This is an optimization exercise on Yosys and OpenROAD, whose aim is small area, not a production implementation. The RTL was checked by simulation tests, not by an equivalence proof against the original design. Power is estimated from default activity; no workload was simulated.

## design/flow/design.v

```verilog
module tse (
    input  wire        clk,
    input  wire        rst,
    input  wire        req,
    input  wire        req_we,
    input  wire [8:0]  req_addr,
    input  wire [31:0] req_wdata,
    output reg         rsp_valid,
    output reg         rsp_err,
    output reg  [31:0] rsp_rdata
);
    localparam [2:0] E_NONE = 3'd0, E_CIV = 3'd1, E_OVF = 3'd2,
                     E_ILL  = 3'd3, E_EXH = 3'd4;
    localparam [8:0] A_CMD     = 9'h000, A_STATUS  = 9'h004, A_CONFIG  = 9'h008,
                     A_ARG_N   = 9'h00C, A_ARG_W   = 9'h010, A_RESULT  = 9'h014,
                     A_TS_DATE = 9'h018, A_TS_TIME = 9'h01C, A_TS_YDAY = 9'h020,
                     A_FINFO   = 9'h024, A_SYMOUT  = 9'h028, A_PULSE   = 9'h02C;
    reg  [2:0]   st_err;
    reg          st_trunc;
    reg  [7:0]   st_idx;
    reg          cfg_trunc;
    reg  [15:0]  arg_n;
    reg  [4:0]   arg_w;
    reg  [15:0]  result;
    reg  [31:0]  ts_date;
    reg  [31:0]  ts_time;
    reg  [15:0]  ts_yday;
    reg  [7:0]   fi_len;
    reg  [1:0]   fi_std;
    reg          fi_valid;
    reg  [7:0]   rd_ptr;
    reg  [1:0]   so_sym;
    reg  [7:0]   so_index;
    reg  [1:0]   so_std;
    reg  [13:0]  pulse;      
    reg  [119:0] frame;      
    wire [15:0] year    = ts_date[15:0];
    wire [7:0]  month   = ts_date[23:16];
    wire [7:0]  day     = ts_date[31:24];
    wire [7:0]  hour    = ts_time[7:0];
    wire [7:0]  minute  = ts_time[15:8];
    wire [7:0]  second  = ts_time[23:16];
    wire [7:0]  weekday = ts_time[31:24];
    wire [15:0] yday    = ts_yday;
    function [13:0] pulse_of;
        input [1:0] sel;
        input [1:0] s;
        begin
            case (sel)
                2'd0: case (s)           
                        2'd0:    pulse_of = {2'b01, 2'b00, 10'd800};
                        2'd1:    pulse_of = {2'b01, 2'b00, 10'd500};
                        default: pulse_of = {2'b01, 2'b00, 10'd200};
                      endcase
                2'd1: case (s)           
                        2'd0:    pulse_of = {2'b10, 2'b00, 10'd200};
                        2'd1:    pulse_of = {2'b10, 2'b00, 10'd500};
                        default: pulse_of = {2'b10, 2'b00, 10'd800};
                      endcase
                default: case (s)        
                        2'd0:    pulse_of = {2'b10, 2'b00, 10'd100};
                        2'd1:    pulse_of = {2'b10, 2'b00, 10'd200};
                        2'd2:    pulse_of = {2'b10, 2'b00, 10'd300};
                        default: pulse_of = {2'b10, 2'b00, 10'd400};
                      endcase
            endcase
        end
    endfunction
    wire [16:0] bmask    = (17'd1 << arg_w) - 17'd1;         
    wire [16:0] qmask    = (17'd1 << {arg_w, 1'b0}) - 17'd1;  
    wire        bcd_ovf  = ({1'b0, arg_n} & ~bmask) != 17'd0;
    wire        quat_ovf = ({1'b0, arg_n} & ~qmask) != 17'd0;
    wire [15:0] bcd_val  = arg_n & bmask[15:0];
    wire [15:0] quat_val = arg_n & qmask[15:0];
    wire        par_val  = ^(arg_n & bmask[15:0]);
    wire        w_ok16   = (arg_w >= 5'd1) && (arg_w <= 5'd16);
    wire        w_ok8    = (arg_w >= 5'd1) && (arg_w <= 5'd8);
    wire [7:0]  min_t  = minute / 8'd10;
    wire [7:0]  min_u  = minute % 8'd10;
    wire [7:0]  hr_t   = hour / 8'd10;
    wire [7:0]  hr_u   = hour % 8'd10;
    wire [15:0] yd_h   = yday / 16'd100;
    wire [15:0] yd_t   = (yday / 16'd10) % 16'd10;
    wire [15:0] yd_u   = yday % 16'd10;
    wire [15:0] yy     = year % 16'd100;
    wire [15:0] yy_t   = yy / 16'd10;
    wire [15:0] yy_u   = yy % 16'd10;
    wire [7:0]  wd7    = weekday % 8'd7;
    wire        leap   = ((year % 16'd4) == 16'd0 && (year % 16'd100) != 16'd0) ||
                         ((year % 16'd400) == 16'd0);
    wire        jovf_min = min_t >= 8'd8;
    wire        jovf_hr  = hr_t  >= 8'd4;
    wire        jovf_yd  = yd_h  >= 16'd4;
    wire [6:0]  min_code = {min_t[2:0], min_u[3:0]};
    wire [5:0]  hr_code  = {hr_t[1:0],  hr_u[3:0]};
    reg [119:0] jjy_f;
    integer k;
    always @* begin
        jjy_f = 120'd0;
        jjy_f[2*0  +: 2] = 2'd2;
        jjy_f[2*9  +: 2] = 2'd2;
        jjy_f[2*19 +: 2] = 2'd2;
        jjy_f[2*29 +: 2] = 2'd2;
        jjy_f[2*39 +: 2] = 2'd2;
        jjy_f[2*49 +: 2] = 2'd2;
        jjy_f[2*59 +: 2] = 2'd2;
        for (k = 0; k < 3; k = k + 1) jjy_f[2*(1+k)]  = min_t[2-k];
        for (k = 0; k < 4; k = k + 1) jjy_f[2*(5+k)]  = min_u[3-k];
        for (k = 0; k < 2; k = k + 1) jjy_f[2*(12+k)] = hr_t[1-k];
        for (k = 0; k < 4; k = k + 1) jjy_f[2*(15+k)] = hr_u[3-k];
        for (k = 0; k < 2; k = k + 1) jjy_f[2*(22+k)] = yd_h[1-k];
        for (k = 0; k < 4; k = k + 1) jjy_f[2*(25+k)] = yd_t[3-k];
        for (k = 0; k < 4; k = k + 1) jjy_f[2*(30+k)] = yd_u[3-k];
        jjy_f[2*36] = ^hr_code;
        jjy_f[2*37] = ^min_code;
        for (k = 0; k < 4; k = k + 1) jjy_f[2*(41+k)] = yy_t[3-k];
        for (k = 0; k < 4; k = k + 1) jjy_f[2*(45+k)] = yy_u[3-k];
        for (k = 0; k < 3; k = k + 1) jjy_f[2*(50+k)] = wd7[2-k];
    end
    wire [119:0] wwvb_f = {jjy_f[119:82], 1'b0, leap, jjy_f[79:0]};
    wire        pm       = hour >= 8'd12;
    wire [7:0]  h12      = pm ? hour - 8'd12 : hour;
    wire [1:0]  p1       = (second == 8'd40) ? 2'd2 : (second == 8'd20) ? 2'd1 : 2'd0;
    wire        bovf_hr  = h12     >= 8'd16;
    wire        bovf_min = minute  >= 8'd64;
    wire        bovf_wd  = weekday >= 8'd16;
    wire        bovf_day = day     >= 8'd64;
    wire        bovf_mon = month   >= 8'd16;
    wire        bovf_yy  = yy      >= 16'd64;
    wire [17:0] bpc_a    = {p1, 2'b00, h12[3:0], minute[5:0], weekday[3:0]};
    wire        p3_par   = ^bpc_a;
    wire [15:0] bpc_b    = {day[5:0], month[3:0], yy[5:0]};
    wire        p4_par   = ^bpc_b;
    wire [37:0] bpc_seq  = {bpc_a, pm, p3_par, bpc_b, 1'b0, p4_par};  
    reg [119:0] bpc_f;
    always @* begin
        bpc_f = 120'd0;
        for (k = 0; k < 19; k = k + 1)
            bpc_f[2*k +: 2] = bpc_seq[37-2*k -: 2];
    end
    wire bpc_phase_ok = (second == 8'd0) || (second == 8'd20) || (second == 8'd40);
    wire       aligned   = req_addr[1:0] == 2'b00;
    wire       in_frame  = req_addr >= 9'h100 && req_addr <= 9'h1EC;
    wire       in_ctrl   = req_addr <= 9'h02C;
    wire       mapped    = aligned && (in_frame || in_ctrl);
    wire [5:0] sym_idx   = req_addr[7:2];
    wire [3:0] op   = req_wdata[3:0];
    wire [1:0] stdf = req_wdata[5:4];
    wire       res_zero = req_wdata[31:6] == 26'd0;
    reg [31:0] rdata;
    always @* begin
        rdata = 32'd0;
        if (in_frame) begin
            rdata = {30'd0, frame[2*sym_idx +: 2]};
        end else begin
            case (req_addr)
                A_STATUS:  rdata = {16'd0, st_idx, 4'd0, st_trunc, st_err};
                A_CONFIG:  rdata = {31'd0, cfg_trunc};
                A_ARG_N:   rdata = {16'd0, arg_n};
                A_ARG_W:   rdata = {27'd0, arg_w};
                A_RESULT:  rdata = {16'd0, result};
                A_TS_DATE: rdata = ts_date;
                A_TS_TIME: rdata = ts_time;
                A_TS_YDAY: rdata = {16'd0, ts_yday};
                A_FINFO:   rdata = {8'd0, rd_ptr, 5'd0, fi_valid, fi_std, fi_len};
                A_SYMOUT:  rdata = {14'd0, so_std, so_index, 6'd0, so_sym};
                A_PULSE:   rdata = {18'd0, pulse};
                default:   rdata = 32'd0;
            endcase
        end
    end
    task clear_all;
        begin
            st_err    <= E_NONE;
            st_trunc  <= 1'b0;
            st_idx    <= 8'd0;
            cfg_trunc <= 1'b0;
            arg_n     <= 16'd0;
            arg_w     <= 5'd0;
            result    <= 16'd0;
            ts_date   <= 32'd0;
            ts_time   <= 32'd0;
            ts_yday   <= 16'd0;
            fi_len    <= 8'd0;
            fi_std    <= 2'd0;
            fi_valid  <= 1'b0;
            rd_ptr    <= 8'd0;
            so_sym    <= 2'd0;
            so_index  <= 8'd0;
            so_std    <= 2'd0;
            pulse     <= 14'd0;
            frame     <= 120'd0;
        end
    endtask
    task set_status;
        input [2:0] err;
        input       trunc;
        input [7:0] idx;
        begin
            st_err   <= err;
            st_trunc <= trunc;
            st_idx   <= idx;
        end
    endtask
    task build_fail;
        input [2:0] err;
        input [7:0] idx;
        begin
            set_status(err, 1'b0, idx);
            frame    <= 120'd0;
            fi_len   <= 8'd0;
            fi_std   <= 2'd0;
            fi_valid <= 1'b0;
            rd_ptr   <= 8'd0;
            so_sym   <= 2'd0;
            so_index <= 8'd0;
            so_std   <= 2'd0;
            pulse    <= 14'd0;
        end
    endtask
    task build_ok;
        input [119:0] f;
        input [7:0]   len;
        input [1:0]   sel;
        input         trunc;
        begin
            set_status(E_NONE, trunc, 8'd0);
            frame    <= f;
            fi_len   <= len;
            fi_std   <= sel;
            fi_valid <= 1'b1;
            rd_ptr   <= 8'd0;
            so_sym   <= 2'd0;
            so_index <= 8'd0;
            so_std   <= 2'd0;
            pulse    <= 14'd0;
        end
    endtask
    wire [1:0] pop_sym = frame[2*rd_ptr[5:0] +: 2];
    always @(posedge clk) begin
        if (rst) begin
            clear_all;
            rsp_valid <= 1'b0;
            rsp_err   <= 1'b0;
            rsp_rdata <= 32'd0;
        end else begin
            rsp_valid <= req;
            rsp_err   <= 1'b0;
            rsp_rdata <= 32'd0;
            if (req) begin
                if (!mapped) begin
                    rsp_err <= 1'b1;
                end else if (!req_we) begin
                    rsp_rdata <= rdata;
                end else begin
                    case (req_addr)
                        A_CONFIG:  cfg_trunc <= req_wdata[0];
                        A_ARG_N:   arg_n     <= req_wdata[15:0];
                        A_ARG_W:   arg_w     <= req_wdata[4:0];
                        A_TS_DATE: ts_date   <= req_wdata;
                        A_TS_TIME: ts_time   <= req_wdata;
                        A_TS_YDAY: ts_yday   <= req_wdata[15:0];
                        A_CMD: begin
                            if (!res_zero) begin
                                set_status(E_ILL, 1'b0, 8'd0);
                            end else if (op == 4'h8 || op == 4'h9) begin
                                if (stdf == 2'd3) begin
                                    set_status(E_ILL, 1'b0, 8'd0);
                                end else if (op == 4'h9) begin
                                    if (arg_n > (stdf == 2'd2 ? 16'd3 : 16'd2)) begin
                                        set_status(E_ILL, 1'b0, 8'd0);
                                    end else begin
                                        set_status(E_NONE, 1'b0, 8'd0);
                                        pulse <= pulse_of(stdf, arg_n[1:0]);
                                    end
                                end else if (stdf == 2'd2) begin
                                    if (!bpc_phase_ok)
                                        build_fail(E_CIV, 8'd0);
                                    else if (!cfg_trunc && bovf_hr)
                                        build_fail(E_OVF, 8'd2);
                                    else if (!cfg_trunc && bovf_min)
                                        build_fail(E_OVF, 8'd4);
                                    else if (!cfg_trunc && bovf_wd)
                                        build_fail(E_OVF, 8'd7);
                                    else if (!cfg_trunc && bovf_day)
                                        build_fail(E_OVF, 8'd10);
                                    else if (!cfg_trunc && bovf_mon)
                                        build_fail(E_OVF, 8'd13);
                                    else if (!cfg_trunc && bovf_yy)
                                        build_fail(E_OVF, 8'd15);
                                    else
                                        build_ok(bpc_f, 8'd19, 2'd2,
                                                 bovf_hr | bovf_min | bovf_wd |
                                                 bovf_day | bovf_mon | bovf_yy);
                                end else begin
                                    if (second != 8'd0)
                                        build_fail(E_CIV, 8'd0);
                                    else if (!cfg_trunc && jovf_min)
                                        build_fail(E_OVF, 8'd1);
                                    else if (!cfg_trunc && jovf_hr)
                                        build_fail(E_OVF, 8'd12);
                                    else if (!cfg_trunc && jovf_yd)
                                        build_fail(E_OVF, 8'd22);
                                    else
                                        build_ok(stdf[0] ? wwvb_f : jjy_f, 8'd60, stdf,
                                                 jovf_min | jovf_hr | jovf_yd);
                                end
                            end else if (stdf != 2'd0) begin
                                set_status(E_ILL, 1'b0, 8'd0);
                            end else begin
                                case (op)
                                    4'h0: ;   
                                    4'h1: begin   
                                        if (!w_ok16)
                                            set_status(E_ILL, 1'b0, 8'd0);
                                        else if (bcd_ovf && !cfg_trunc)
                                            set_status(E_OVF, 1'b0, 8'd0);
                                        else begin
                                            set_status(E_NONE, bcd_ovf, 8'd0);
                                            result <= bcd_val;
                                        end
                                    end
                                    4'h2: begin   
                                        if (!w_ok8)
                                            set_status(E_ILL, 1'b0, 8'd0);
                                        else if (quat_ovf && !cfg_trunc)
                                            set_status(E_OVF, 1'b0, 8'd0);
                                        else begin
                                            set_status(E_NONE, quat_ovf, 8'd0);
                                            result <= quat_val;
                                        end
                                    end
                                    4'h3, 4'h4: begin   
                                        if (!w_ok16)
                                            set_status(E_ILL, 1'b0, 8'd0);
                                        else begin
                                            set_status(E_NONE, 1'b0, 8'd0);
                                            result <= {15'd0, par_val};
                                        end
                                    end
                                    4'hA: begin   
                                        if (!fi_valid || rd_ptr >= fi_len)
                                            set_status(E_EXH, 1'b0, 8'd0);
                                        else begin
                                            set_status(E_NONE, 1'b0, 8'd0);
                                            so_sym   <= pop_sym;
                                            so_index <= rd_ptr;
                                            so_std   <= fi_std;
                                            pulse    <= pulse_of(fi_std, pop_sym);
                                            rd_ptr   <= rd_ptr + 8'd1;
                                        end
                                    end
                                    4'hB: begin   
                                        set_status(E_NONE, 1'b0, 8'd0);
                                        rd_ptr <= 8'd0;
                                    end
                                    4'hF: clear_all;   
                                    default: set_status(E_ILL, 1'b0, 8'd0);
                                endcase
                            end
                        end
                        default: ;   
                    endcase
                end
            end
        end
    end
endmodule
```

## design/flow/run.sh

```bash
#!/bin/bash
# synth_recipe.tcl (not shown) runs the flow's synth.tcl, then flattens the netlist and writes it again
# the make line also repeats each setting of config.mk as NAME=value (left out here)
make -C /OpenROAD-flow-scripts/flow DESIGN_CONFIG=/design/flow/config.mk WORK_HOME=/design/flow/orfs CLKGATE_MAP_FILE= SYNTH_SCRIPT=/design/flow/synth_recipe.tcl finish
```

## design/flow/config.mk

```make
export PLATFORM = sky130hd
export DESIGN_NAME = tse
export DESIGN_NICKNAME = tse
export VERILOG_FILES = /design/flow/design.v
export SDC_FILE = /design/flow/constraint.sdc
export NUM_CORES = 4
export LEC_CHECK = 0
export CAP_MARGIN = 20
export CORE_MARGIN = 2
export CORE_UTILIZATION = 30
export SLEW_MARGIN = 20
```

## design/flow/constraint.sdc

```tcl
create_clock -name core_clock -period 20.0 [get_ports {clk}]
set_input_delay 4.0000 -clock core_clock [delete_from_list [all_inputs] [get_ports {clk}]]
set_output_delay 4.0000 -clock core_clock [all_outputs]
set_load 0.01 [all_outputs]
```

==> flow_summary.toml <==
[pwr]
p_switching_w = 0.0003108
swShare_pct = 25.34
pwr-share-comb_pct = 4.4
ir_worst_vdd_mv = 0.05571
clkPwrFrac_pct = 54.0
powerDensity_nw_per_um2 = 52.28
p_seq_share_pct = 41.6
leakagePower_nw = 7.517
intPower_w = 0.0009159

[finish]
fill_cells = 7395
drive_above_1_share_pct = 7.484
layout_common_cells = "nor2_1 (319), a21oi_1 (303), nand2_1 (302)"
regArea_um2 = 5125
layout_commonest_cell = "nor2_1"
synthToLayoutAreaGrowth_pct = 12.47
multi_input_area_um2 = 14580
fin_nets = 2915
utilization_pct = 34.15

[route]
first_pass_iters = 7
drc = 0
finalWirelength_um = 77760
vias = 22420
avgViaCountPerCell = 5.933
ant_nets = 0
wl_per_cell_um = 20.58
drt-initial-drc-count = 2433

[timing]
setup_tns_ps = 0
slew_violations = 0
max_slew_margin_pct = 18.29
tightest_slew_ps = 1214
rsz0062_at_grt = "no"
finalHoldViolCount = 0
period_minus_slack_ps = 8603
max_freq_mhz = 116.2
clock_skew_ps = 36.42
period_share_pct = 43.01
setup_violations = 0

[setup_path]
cp-endpoint = "frame[36]$_SDFFE_PP0P_"
crit_top_cell = "xnor2_1"
cp_max_fo = 31
cp_top_family = "compound AO/OA/AOI/OAI gates"
startpoint_type = "flop"
crit_path_end_kind = "flop"
r2r_setup_slack_ps = 11400
crit_type = "reg -> reg"
required_ps = 20430
path_depth = 26
r2r_start = "ts_date[14]$_SDFFE_PP0P_"
r2r_cells = 26
cp.arrival_ps = 9030
r2r_end = "frame[36]$_SDFFE_PP0P_"
worst_path_max_delay_cell = "dfxtp_1"
crit_buf_inv = 1
max_stage_delay_ps = 970
worstSetupStartpoint = "ts_date[14]$_SDFFE_PP0P_"

[logic_synthesis]
yosys_warnings = 1
synth_area_leaders = "dfxtp_1 (25%), a21oi_1 (7.3%), nor2_1 (5.8%)"
synth_edf_count = 0
synth_flop_cell = "dfxtp_1"
seq_area_frac_synth_pct = 24.57
synth_seq_cells = 256
syn_nets = 3003
ys_types = 105
syn_inst = 2908
async_reset_ff_share_pct = 0
postSynthAreaPerCell_um2 = 7.174
yosysTopAreaCell = "dfxtp_1"
synth_top_area_share_pct = 24.57
netlist_area_um2 = 20860

[clocking]
clkSinkCount = 256
post_cts_buffers = 0
cts_tree = "done"
cts.htree.levels = 2
clk_transition_reported_paths_ps = 60
cts_hold_buf = 0
root_buffer = "clkbuf_16"
clk_latency_ps = 590
postCtsResizedCells = 0
numCtsBuffers = 34
cts.path.max_buffers = 3

[grt]
gr-total-overflow = 0
grt_max_degree = 130
track_usage_pct = 21.12
grt_pass1_wl_um = 120100
grt_pass1_vias = 20100
met2_usage_pct = 31.58
met1_usage_pct = 29.79
antenna_found_initial = 2
grt-busiest-layer = "met2"
grt_use_met3_pct = 4.009

[placement]
hpwlAfterDp_um = 55270
port_buffers = 78
gp_congestion = 0.9660

[die]
num_rows = 96
io_pins = 79
fp.dieH_um = 267.7
fp.dieW_um = 267.7
dieArea_um2 = 71670
start_util_pct = 30.36
core_um2 = 68710

[flow_run]
max_cap_viol_count = 0

[min_path]
hp-class = "reg -> reg"

[status]
outcome = "timing/DRC/antenna clean"
==> layer usage <==
layer  vias to the layer above  part of all wire (%)
li1                      10600                     -
met1                     10630                    44
met2                      1045                    43
met3                       134                   9.6
met4                         2                   3.5
met5                         -                 0.013
==> power by group through the flow <==
stage / clock network, W / logic, W / registers [W]
final: 0.000663 / 0.0000536 / 0.000510
after global placement: 0 / 0.0000524 / 0.000522
after CTS: 0.000674 / 0.0000524 / 0.000510
after detailed placement: 0 / 0.0000522 / 0.000522
after global routing: 0.000695 / 0.0000565 / 0.000510
after floorplan: 0 / 0.0000259 / 0.000522
==> cell usage after synthesis, drive strengths merged (21+ instances only) <==
master	number
nor2	323
a21oi	308
nand2	302
dfxtp	256
clkbuf	208
nand3	175
o21ai	171
a22oi	107
xnor2	87
nor3	76
inv	66
ha	50
a31oi	45
mux2i	39
o22ai	39
buf	37
a211oi	33
o211ai	31
nand2b	30
nor4	28
nor2b	26
mux4	25
o21a	24
or2	22
a221oi	21
==> worst min-delay path, stage by stage, from the launching register on <==
cell     delay (ps)
dfxtp_1         310
nand2_1          50
a21oi_1          50
==> worst min-delay path by stage <==
stage	startpoint	end	slack, ps	depth (start not counted)
2_1_floorplan	so_sym[1]$_SDFFE_PP0P_	so_sym[1]$_SDFFE_PP0P_	430	2
3_3_place_gp	so_index[3]$_SDFFE_PP0P_	so_index[3]$_SDFFE_PP0P_	440	2
3_5_place_dp	so_index[0]$_SDFFE_PP0P_	so_index[0]$_SDFFE_PP0P_	450	2
4_1_cts	so_index[0]$_SDFFE_PP0P_	so_index[0]$_SDFFE_PP0P_	450	2
5_1_grt	so_index[5]$_SDFFE_PP0P_	so_index[5]$_SDFFE_PP0P_	480	2
6_report	so_index[3]$_SDFFE_PP0P_	so_index[3]$_SDFFE_PP0P_	460	2
==> stage by stage <==
step | cell area, um^2 | hold slack (ps) | power (W) | cells | setup slack [ps]
3_3_place_gp | 22220 | 438.9 | 0.0005739 | 3715 | 11490
4_1_cts | 23450 | 454.1 | 0.001236 | 3777 | 11580
6_report | 23460 | 455.2 | 0.001227 | 3778 | 11400
3_5_place_dp | 22220 | 445.9 | 0.0005737 | 3715 | 11430
5_1_grt | 23460 | 476.5 | 0.001261 | 3777 | 10750
2_1_floorplan | 20860 | 431.5 | 0.0005476 | 2908 | 12980
==> cell type report <==
class	count	share of cell area [%]
multi-input combinational	2337	62.12
timing repair buffer	121	4.709
sequential	256	21.84
inverter	70	1.120
tap	931	4.965
clock buffer	40	3.893
clock inverter	22	1.344
antenna	1	0.01066
==> registers in the layout, indices dropped and copies added (netlist names), 2 cells and up <==
name       cells
rd_ptr         8
so_sym         2
ts_date       32
fi_std         2
so_index       8
result        16
pulse         10
fi_len         2
st_err         3
arg_n         16
ts_yday       16
ts_time       32
arg_w          5
rsp_rdata     32
frame         61
st_idx         5
so_std         2
==> kinds of logic (layout without fill, tap and decap cells) <==
| group | Yosys count | in the layout | share of synthesized area (%) |
|---|---|---|---|
| DFF | 256 | 256 | 24.57 |
| and+or+nand+nor | 1095 | 1095 | 24.38 |
| xor gates and xnor gates | 101 | 101 | 4.240 |
| muxes | 78 | 78 | 5.326 |
| buffers and inverters | 315 | 253 | 5.799 |
| adders and majority gates | 64 | 64 | 3.670 |
| AOI/OAI and AO/OA | 999 | 999 | 32.02 |
| other | 0 | 1 | 0 |

## separate check: timing with driven ports
No port has a modelled driver above. Below, the same layout with a new extraction and two added sets of constraints. Step 1 assumes that a clkbuf_16 drives the clock port and a buf_2 every other input. Step 2 also shifts input and output timing later by t, the mid clock arrival at the registers, as if the neighbouring blocks saw the same clock. a / b / c = ideal / step 1 / step 2; a / b = the first two.
t, ns: 0.627
slack for setup (ns): 11.397 / 11.397 / 11.238
worst setup path at the end: input to register
clock arrival spread, ns: 0.037 / 0.037
worst data-port slew with drivers (ns): 0.10
After both steps setup and hold are still met in this run. The setup slack of this run moves by 0.000 ns with the drivers and by -0.159 ns with both steps.
